What follows belongs to an exercise in optimizing a design on an open flow for small area, a short achievable clock period and few clock cycles; a production flow would make more cautious choices. RTL that was checked went through simulation tests only; none was proved equivalent to the original. Power is estimated from default activity; no workload was simulated.

==> flow/design.v <==
module ash_rx (
    input  wire       clk,
    input  wire       rst,
    input  wire       in_valid,
    input  wire [7:0] in_byte,
    output wire       in_ready,
    output wire       out_valid,
    input  wire       out_ready,
    output wire [4:0] out_tag,
    output wire [7:0] out_data,
    output wire       out_last
);
    localparam integer N    = 128;         
    localparam integer RS   = 16;          
    localparam integer RSB  = 4;           
    localparam integer WS   = 16;          
    localparam integer WSB  = 4;           
    localparam integer NWT  = N / WS;
    localparam integer D    = 8;           
    localparam integer DB   = 3;           
    localparam [7:0] FLAG = 8'h7E, ESC = 8'h7D, XON = 8'h11, XOFF = 8'h13,
                     SUB  = 8'h18, CAN = 8'h1A;
    localparam [3:0] C_GOOD = 4'd0, C_BAD_ESCAPE = 4'd1, C_SHORT = 4'd2,
                     C_CRC = 4'd3, C_UNKNOWN = 4'd4, C_BAD_LENGTH = 4'd5,
                     C_BAD_VERSION = 4'd6, C_CANCEL = 4'd7, C_SUB = 4'd8,
                     C_XON = 4'd9, C_XOFF = 4'd10, C_OVERFLOW = 4'd11,
                     C_GOOD_FULL = 4'd15;
    localparam [4:0] T_BODY = 5'h07;
    function automatic is_reserved(input [7:0] b);
        is_reserved = (b == FLAG) || (b == ESC) || (b == XON) ||
                      (b == XOFF) || (b == SUB) || (b == CAN);
    endfunction
    function automatic [15:0] crc16_byte(input [15:0] c_in, input [7:0] b);
        integer k;
        reg [15:0] c;
        begin
            c = c_in ^ {b, 8'h00};
            for (k = 0; k < 8; k = k + 1)
                c = c[15] ? ((c << 1) ^ 16'h1021) : (c << 1);
            crc16_byte = c;
        end
    endfunction
    function automatic [7:0] lfsr_step(input [7:0] r);
        lfsr_step = (r >> 1) ^ (r[0] ? 8'hB8 : 8'h00);
    endfunction
    function automatic [4:0] hdr_tag(input [7:0] c);
        if (!c[7])                 hdr_tag = 5'h01;
        else if (c[6:5] == 2'b00)  hdr_tag = 5'h02;
        else if (c[6:5] == 2'b01)  hdr_tag = 5'h03;
        else if (c[1:0] == 2'b00)  hdr_tag = 5'h04;
        else if (c[1:0] == 2'b01)  hdr_tag = 5'h05;
        else                       hdr_tag = 5'h06;
    endfunction
    reg [7:0] ring [0:N-1];
    reg        pv, sv;
    reg [7:0]  pb, sb;
    reg        b_flag, b_can, b_sub, b_xo, b_esc, is_data;    
    reg        discard;
    reg        in_frame;        
    reg [7:0]  cnt;             
    reg [6:0]  wpos;            
    reg [7:0]  occ;             
    reg        esc_pend, esc_err;
    reg [2:0]  ulen;            
    reg [15:0] crc;
    reg        crc_ok;          
    reg        k_data, k_hdr, k_rstack, k_error;    
    reg        u1ok;            
    reg [3:0]  q_ent [0:D-1];
    reg [DB:0] q_wp, q_rp;      
    reg        hv;              
    reg [3:0]  h_code;
    reg        h_good;
    reg        rbusy;           
    reg        rfull;           
    reg [6:0]  rpos;            
    reg [7:0]  rb;              
    reg        rb_mark, rb_esc;
    reg [7:0]  rwalk;           
    reg        resc;
    reg [1:0]  uj;              
    reg [7:0]  d1, d2, d3;      
    reg        hdr;             
    reg        scr;             
    reg [7:0]  lfsr;
    reg        av, bv;
    reg [4:0]  atag, btag;
    reg [7:0]  adata, bdata;
    reg        alast, blast;
    assign in_ready  = !sv;
    assign out_valid = av;
    assign out_tag   = atag;
    assign out_data  = adata;
    assign out_last  = alast;
    wire [7:0] nb       = sv ? sb : in_byte;      
    wire       full     = cnt[7];
    wire [7:0]  unesc   = pb ^ 8'h20;
    wire        u_valid = !esc_err && (esc_pend ? is_reserved(unesc) : !b_esc);
    wire [7:0]  u_byte  = esc_pend ? unesc : pb;
    wire [15:0] crc_nx  = crc16_byte(crc, u_byte);
    wire        esc_bad = esc_err || esc_pend;
    wire        f_good  = !esc_bad && crc_ok && (ulen >= 3'd3) &&
                          (k_data || (k_hdr && ulen == 3'd3) ||
                           ((k_rstack && u1ok || k_error) && ulen == 3'd5));
    wire [3:0]  fcode   = esc_bad              ? C_BAD_ESCAPE :
                          (ulen < 3'd3)        ? C_SHORT :
                          !crc_ok              ? C_CRC :
                          k_data               ? C_GOOD :
                          k_hdr                ? ((ulen == 3'd3) ? C_GOOD : C_BAD_LENGTH) :
                          (k_rstack || k_error) ? ((ulen != 3'd5) ? C_BAD_LENGTH :
                                                   (k_rstack && !u1ok) ? C_BAD_VERSION : C_GOOD) :
                                                  C_UNKNOWN;
    wire        aligned  = wpos[WSB-1:0] == 0;
    wire        slot_ok  = aligned && !occ[7];
    wire        q_room   = (q_wp[DB-1:0] != q_rp[DB-1:0]) || (q_wp[DB] == q_rp[DB]);
    wire        need_slot = !discard && ((is_data && !full) ||
                                         (b_flag && in_frame && !full && f_good));
    wire        need_q   = !discard && ((b_flag && in_frame) || b_can || b_sub ||
                                        b_xo || (is_data && full));
    wire        go       = pv && (!need_slot || slot_ok) && (!need_q || q_room);
    wire        live     = go && !discard;
    wire        ev_flag  = live && b_flag && in_frame;
    wire        ev_drop  = live && (b_can || b_sub || (is_data && full) ||
                                    (b_flag && in_frame && !f_good));
    wire        ev_app   = live && is_data && !full;
    wire        wr       = live && need_slot;
    wire        push     = live && need_q;
    wire [3:0]  push_code = b_flag ? ((full && f_good) ? C_GOOD_FULL : fcode) :
                            b_can  ? C_CANCEL :
                            b_sub  ? C_SUB :
                            b_xo   ? (pb[1] ? C_XOFF : C_XON) :
                                     C_OVERFLOW;
    wire [NWT-1:0] wtap = {{(NWT-1){1'b0}}, 1'b1} << wpos[6:WSB];
    wire        space   = !bv;
    wire        q_empty = q_wp == q_rp;
    wire        rhit    = rpos[RSB-1:0] == 0;
    wire        r_vend  = rfull && rwalk[7];            
    wire        rstep   = rbusy && space && (r_vend || rhit);
    wire        r_end   = r_vend || rb_mark;
    wire        r_escb  = !resc && rb_esc;
    wire [7:0]  r_u     = resc ? (rb ^ 8'h20) : rb;
    wire        r_emit  = rstep && (r_end || (!r_escb && (uj == 2'd3)));
    wire        r_adv   = rstep && !r_vend;             
    wire        pop_idle  = !rbusy && hv && space;
    wire        pop_chain = rstep && r_end && hv && h_good;
    wire        pop = pop_idle || pop_chain;
    wire        e_diag  = pop_idle && !h_good;
    wire        ev      = r_emit || e_diag;
    wire [4:0]  etag    = e_diag ? ({1'b0, h_code} + 5'd7) :
                          hdr    ? hdr_tag(d3) : T_BODY;
    wire [7:0]  edata   = e_diag ? 8'h00 :
                          hdr    ? d3 : (d3 ^ (scr ? lfsr : 8'h00));
    wire        elast   = e_diag || r_end;
    wire        h_load  = !hv || pop;
    wire [7:0]  rpre    = ring[{rpos[6:RSB], {(RSB-1){1'b0}}, 1'b1}];
    wire [7:0]  occ_dr  = occ - cnt;
    wire [7:0]  occ_n   = ev_drop ? (r_adv ? occ_dr - 8'd1 : occ_dr) :
                          wr      ? (r_adv ? occ : occ + 8'd1) :
                                    (r_adv ? occ - 8'd1 : occ);
    wire [6:0]  wpos_n  = ev_drop ? (wpos - cnt[6:0] - 7'd1) :
                          wr      ? wpos : (wpos - 7'd1);
    integer i;
    always @(posedge clk) begin
        for (i = 0; i < N; i = i + 1) begin
            if ((i % WS) == WS - 1 && wr && wtap[((i + 1) % N) / WS])
                ring[i] <= pb;
            else
                ring[i] <= ring[(i + 1) % N];
        end
        if (push && !(h_load && q_empty))
            q_ent[q_wp[DB-1:0]] <= push_code;
        if (h_load) begin
            h_code <= q_empty ? push_code : q_ent[q_rp[DB-1:0]];
            h_good <= q_empty ? (push_code == C_GOOD || push_code == C_GOOD_FULL)
                              : (q_ent[q_rp[DB-1:0]] == C_GOOD ||
                                 q_ent[q_rp[DB-1:0]] == C_GOOD_FULL);
        end
        if (!pv || go) begin
            pb      <= nb;
            b_flag  <= nb == FLAG;
            b_can   <= nb == CAN;
            b_sub   <= nb == SUB;
            b_xo    <= (nb == XON) || (nb == XOFF);
            b_esc   <= nb == ESC;
            is_data <= !((nb == FLAG) || (nb == CAN) || (nb == SUB) ||
                         (nb == XON) || (nb == XOFF));
        end
        if (!sv)
            sb <= in_byte;
        rb      <= rpre;
        rb_mark <= rpre == FLAG;
        rb_esc  <= rpre == ESC;
    end
    always @(posedge clk) begin
        if (rst) begin
            pv       <= 1'b0;
            sv       <= 1'b0;
            discard  <= 1'b0;
            in_frame <= 1'b0;
            cnt      <= 8'd0;
            wpos     <= 7'd0;
            occ      <= 8'd0;
            esc_pend <= 1'b0;
            esc_err  <= 1'b0;
            ulen     <= 3'd0;
            crc      <= 16'hFFFF;
            crc_ok   <= 1'b0;
            k_data   <= 1'b0;
            k_hdr    <= 1'b0;
            k_rstack <= 1'b0;
            k_error  <= 1'b0;
            u1ok     <= 1'b0;
            q_wp     <= 0;
            q_rp     <= 0;
            hv       <= 1'b0;
            rbusy    <= 1'b0;
            rfull    <= 1'b0;
            rpos     <= 7'd0;
            rwalk    <= 8'd0;
            resc     <= 1'b0;
            uj       <= 2'd0;
            d1       <= 8'd0;
            d2       <= 8'd0;
            d3       <= 8'd0;
            hdr      <= 1'b0;
            scr      <= 1'b0;
            lfsr     <= 8'h42;
            av       <= 1'b0;
            atag     <= 5'd0;
            adata    <= 8'd0;
            alast    <= 1'b0;
            bv       <= 1'b0;
            btag     <= 5'd0;
            bdata    <= 8'd0;
            blast    <= 1'b0;
        end else begin
            if (!pv || go) begin
                pv <= sv || in_valid;
                sv <= 1'b0;
            end else if (!sv)
                sv <= in_valid;
            if (go && discard) begin
                if (b_flag) discard <= 1'b0;
            end
            if (ev_flag || ev_drop) begin
                in_frame <= 1'b0;
                cnt      <= 8'd0;
                esc_pend <= 1'b0;
                esc_err  <= 1'b0;
                ulen     <= 3'd0;
                crc      <= 16'hFFFF;
                crc_ok   <= 1'b0;
                if (ev_drop && !b_flag && !b_can) discard <= 1'b1;
            end else if (ev_app) begin
                in_frame <= 1'b1;
                cnt      <= cnt + 8'd1;
                if (!esc_err) begin
                    if (esc_pend) begin
                        esc_pend <= 1'b0;
                        if (!u_valid) esc_err <= 1'b1;
                    end else if (b_esc)
                        esc_pend <= 1'b1;
                end
                if (u_valid) begin
                    if (ulen == 3'd0) begin
                        k_data   <= !u_byte[7];
                        k_hdr    <= u_byte[7] && (!u_byte[6] || u_byte == 8'hC0);
                        k_rstack <= u_byte == 8'hC1;
                        k_error  <= u_byte == 8'hC2;
                    end
                    if (ulen == 3'd1) u1ok <= (u_byte == 8'h02);
                    if (ulen != 3'd6) ulen <= ulen + 3'd1;
                    crc    <= crc_nx;
                    crc_ok <= crc_nx == 16'h0000;
                end
            end
            wpos <= wpos_n;
            occ  <= occ_n;
            if (push && !(h_load && q_empty))
                q_wp <= q_wp + 1'b1;
            if (h_load) begin
                hv <= !q_empty || push;
                if (!q_empty)
                    q_rp <= q_rp + 1'b1;
            end
            if (!av || out_ready) begin
                av    <= bv || ev;
                atag  <= bv ? btag  : etag;
                adata <= bv ? bdata : edata;
                alast <= bv ? blast : elast;
                bv    <= 1'b0;
            end else if (ev) begin
                bv    <= 1'b1;
                btag  <= etag;
                bdata <= edata;
                blast <= elast;
            end
            if (r_emit) begin
                if (hdr) begin
                    hdr <= 1'b0;
                    scr <= !d3[7];
                end else
                    lfsr <= lfsr_step(lfsr);
            end
            if (!r_adv)
                rpos <= rpos - 7'd1;
            if (pop) begin
                rbusy <= h_good;
                rfull <= h_code == C_GOOD_FULL;
                rwalk <= 8'd0;
                resc  <= 1'b0;
                uj    <= 2'd0;
                hdr   <= 1'b1;
                lfsr  <= 8'h42;
            end else if (rstep) begin
                if (r_end)
                    rbusy <= 1'b0;
                else begin
                    rwalk <= rwalk + 8'd1;
                    if (r_escb)
                        resc <= 1'b1;
                    else begin
                        resc <= 1'b0;
                        d1   <= r_u;
                        d2   <= d1;
                        d3   <= d2;
                        if (uj != 2'd3) uj <= uj + 2'd1;
                    end
                end
            end
        end
    end
endmodule
make LEC_CHECK=0 CAP_MARGIN=20 CORE_MARGIN=2 CORE_UTILIZATION=40 SETUP_SLACK_MARGIN=5 SLEW_MARGIN=20 finish   # period 8.0 ns
run.sh (not shown) runs the stock make flow with config.mk's settings and CLKGATE_MAP_FILE= SYNTH_SCRIPT=/design/flow/synth_recipe.tcl, a recipe that flattens the netlist after the stock synthesis.
The starting point finished clean.
Testbench counts at the start, summed over its fixed seeds: cycles 10,103.
Change:
--- a/flow/design.v
+++ b/flow/design.v
@@ -59,7 +59,9 @@
     reg        in_frame;        
     reg [7:0]  cnt;             
     reg [6:0]  wpos;            
+    reg        al;              
     reg [7:0]  occ;             
+    reg        ofull;           
     reg        esc_pend, esc_err;
     reg [2:0]  ulen;            
     reg [15:0] crc;
@@ -83,10 +85,10 @@
     reg        hdr;             
     reg        scr;             
     reg [7:0]  lfsr;
-    reg        av, bv;
-    reg [4:0]  atag, btag;
-    reg [7:0]  adata, bdata;
-    reg        alast, blast;
+    reg        av;
+    reg [4:0]  atag;
+    reg [7:0]  adata;
+    reg        alast;
     assign in_ready  = !sv;
     assign out_valid = av;
     assign out_tag   = atag;
@@ -110,11 +112,9 @@
                           (k_rstack || k_error) ? ((ulen != 3'd5) ? C_BAD_LENGTH :
                                                    (k_rstack && !u1ok) ? C_BAD_VERSION : C_GOOD) :
                                                   C_UNKNOWN;
-    wire        aligned  = wpos[WSB-1:0] == 0;
-    wire        slot_ok  = aligned && !occ[7];
+    wire        slot_ok  = al && !ofull;
     wire        q_room   = (q_wp[DB-1:0] != q_rp[DB-1:0]) || (q_wp[DB] == q_rp[DB]);
-    wire        need_slot = !discard && ((is_data && !full) ||
-                                         (b_flag && in_frame && !full && f_good));
+    wire        need_slot = !discard && !full && (is_data || (b_flag && in_frame));
     wire        need_q   = !discard && ((b_flag && in_frame) || b_can || b_sub ||
                                         b_xo || (is_data && full));
     wire        go       = pv && (!need_slot || slot_ok) && (!need_q || q_room);
@@ -123,7 +123,7 @@
     wire        ev_drop  = live && (b_can || b_sub || (is_data && full) ||
                                     (b_flag && in_frame && !f_good));
     wire        ev_app   = live && is_data && !full;
-    wire        wr       = live && need_slot;
+    wire        wr       = live && !full && (is_data || (b_flag && in_frame && f_good));
     wire        push     = live && need_q;
     wire [3:0]  push_code = b_flag ? ((full && f_good) ? C_GOOD_FULL : fcode) :
                             b_can  ? C_CANCEL :
@@ -131,7 +131,7 @@
                             b_xo   ? (pb[1] ? C_XOFF : C_XON) :
                                      C_OVERFLOW;
     wire [NWT-1:0] wtap = {{(NWT-1){1'b0}}, 1'b1} << wpos[6:WSB];
-    wire        space   = !bv;
+    wire        space   = !av || out_ready;
     wire        q_empty = q_wp == q_rp;
     wire        rhit    = rpos[RSB-1:0] == 0;
     wire        r_vend  = rfull && rwalk[7];            
@@ -157,8 +157,13 @@
     wire [7:0]  occ_n   = ev_drop ? (r_adv ? occ_dr - 8'd1 : occ_dr) :
                           wr      ? (r_adv ? occ : occ + 8'd1) :
                                     (r_adv ? occ - 8'd1 : occ);
-    wire [6:0]  wpos_n  = ev_drop ? (wpos - cnt[6:0] - 7'd1) :
-                          wr      ? wpos : (wpos - 7'd1);
+    wire [6:0]  wpos_dr = wpos - cnt[6:0] - 7'd1;
+    wire [6:0]  wpos_n  = ev_drop ? wpos_dr : wr ? wpos : (wpos - 7'd1);
+    wire        al_n    = ev_drop ? (wpos_dr[WSB-1:0] == 0) :
+                          wr      ? al : (wpos[WSB-1:0] == 1);
+    wire        ofull_n = ev_drop ? (cnt == 8'd0 && ofull && !r_adv) :
+                          wr      ? (r_adv ? ofull : (occ == 8'd127)) :
+                                    (ofull && !r_adv);
     integer i;
     always @(posedge clk) begin
         for (i = 0; i < N; i = i + 1) begin
@@ -199,7 +204,9 @@
             in_frame <= 1'b0;
             cnt      <= 8'd0;
             wpos     <= 7'd0;
+            al       <= 1'b1;
             occ      <= 8'd0;
+            ofull    <= 1'b0;
             esc_pend <= 1'b0;
             esc_err  <= 1'b0;
             ulen     <= 3'd0;
@@ -229,10 +236,6 @@
             atag     <= 5'd0;
             adata    <= 8'd0;
             alast    <= 1'b0;
-            bv       <= 1'b0;
-            btag     <= 5'd0;
-            bdata    <= 8'd0;
-            blast    <= 1'b0;
         end else begin
             if (!pv || go) begin
                 pv <= sv || in_valid;
@@ -274,8 +277,10 @@
                     crc_ok <= crc_nx == 16'h0000;
                 end
             end
-            wpos <= wpos_n;
-            occ  <= occ_n;
+            wpos  <= wpos_n;
+            al    <= al_n;
+            occ   <= occ_n;
+            ofull <= ofull_n;
             if (push && !(h_load && q_empty))
                 q_wp <= q_wp + 1'b1;
             if (h_load) begin
@@ -283,17 +288,11 @@
                 if (!q_empty)
                     q_rp <= q_rp + 1'b1;
             end
-            if (!av || out_ready) begin
-                av    <= bv || ev;
-                atag  <= bv ? btag  : etag;
-                adata <= bv ? bdata : edata;
-                alast <= bv ? blast : elast;
-                bv    <= 1'b0;
-            end else if (ev) begin
-                bv    <= 1'b1;
-                btag  <= etag;
-                bdata <= edata;
-                blast <= elast;
+            if (space) begin
+                av    <= ev;
+                atag  <= etag;
+                adata <= edata;
+                alast <= elast;
             end
             if (r_emit) begin
                 if (hdr) begin
Worst setup slack got worse by 18 ps. Clock skew barely changes. Via count drops by 0.40%. Maximum frequency drops by 0.60%. Total power drops by 6.2%. Non-clock buffer count climbs by 39. Area after synthesis drops by 2.2%.
The RTL of the second run of this note was laid out without a check of its function.

[afterwards: timing with drivers on the ports]
The results above use ideal ports. As a check the final layouts listed here were re-extracted and re-timed, cells and wires unchanged. Step 1: set_driving_cell puts a clkbuf_16 on clk and a buf_2 on each other input, an assumption about the parent block. Step 2 times the ports against the registers' clock, not the clock port: input delays grow and output delays shrink by t, the midpoint of the rising clock arrivals with the driver on. a / b / c = ideal / step 1 / step 2; a / b = the first two.
| run | shift t [ns] | setup WS [ns] | clock arrival spread, ns | slew at the worst register clock pin (ns) | pins driven straight from the clock port |
|---|---|---|---|---|---|
| the first run | 0.716 | 5.018 / 5.018 / 4.634 | 0.047 / 0.048 | 0.07 / 0.07 | 1 |
| the second run | 0.704 | 5.000 / 5.000 / 4.478 | 0.054 / 0.054 | 0.07 / 0.07 | 1 |
After both steps every run listed still meets setup and hold. The setup slack of the second run, which loses most, moves by 0.000 ns with the drivers and by -0.522 ns with both steps.
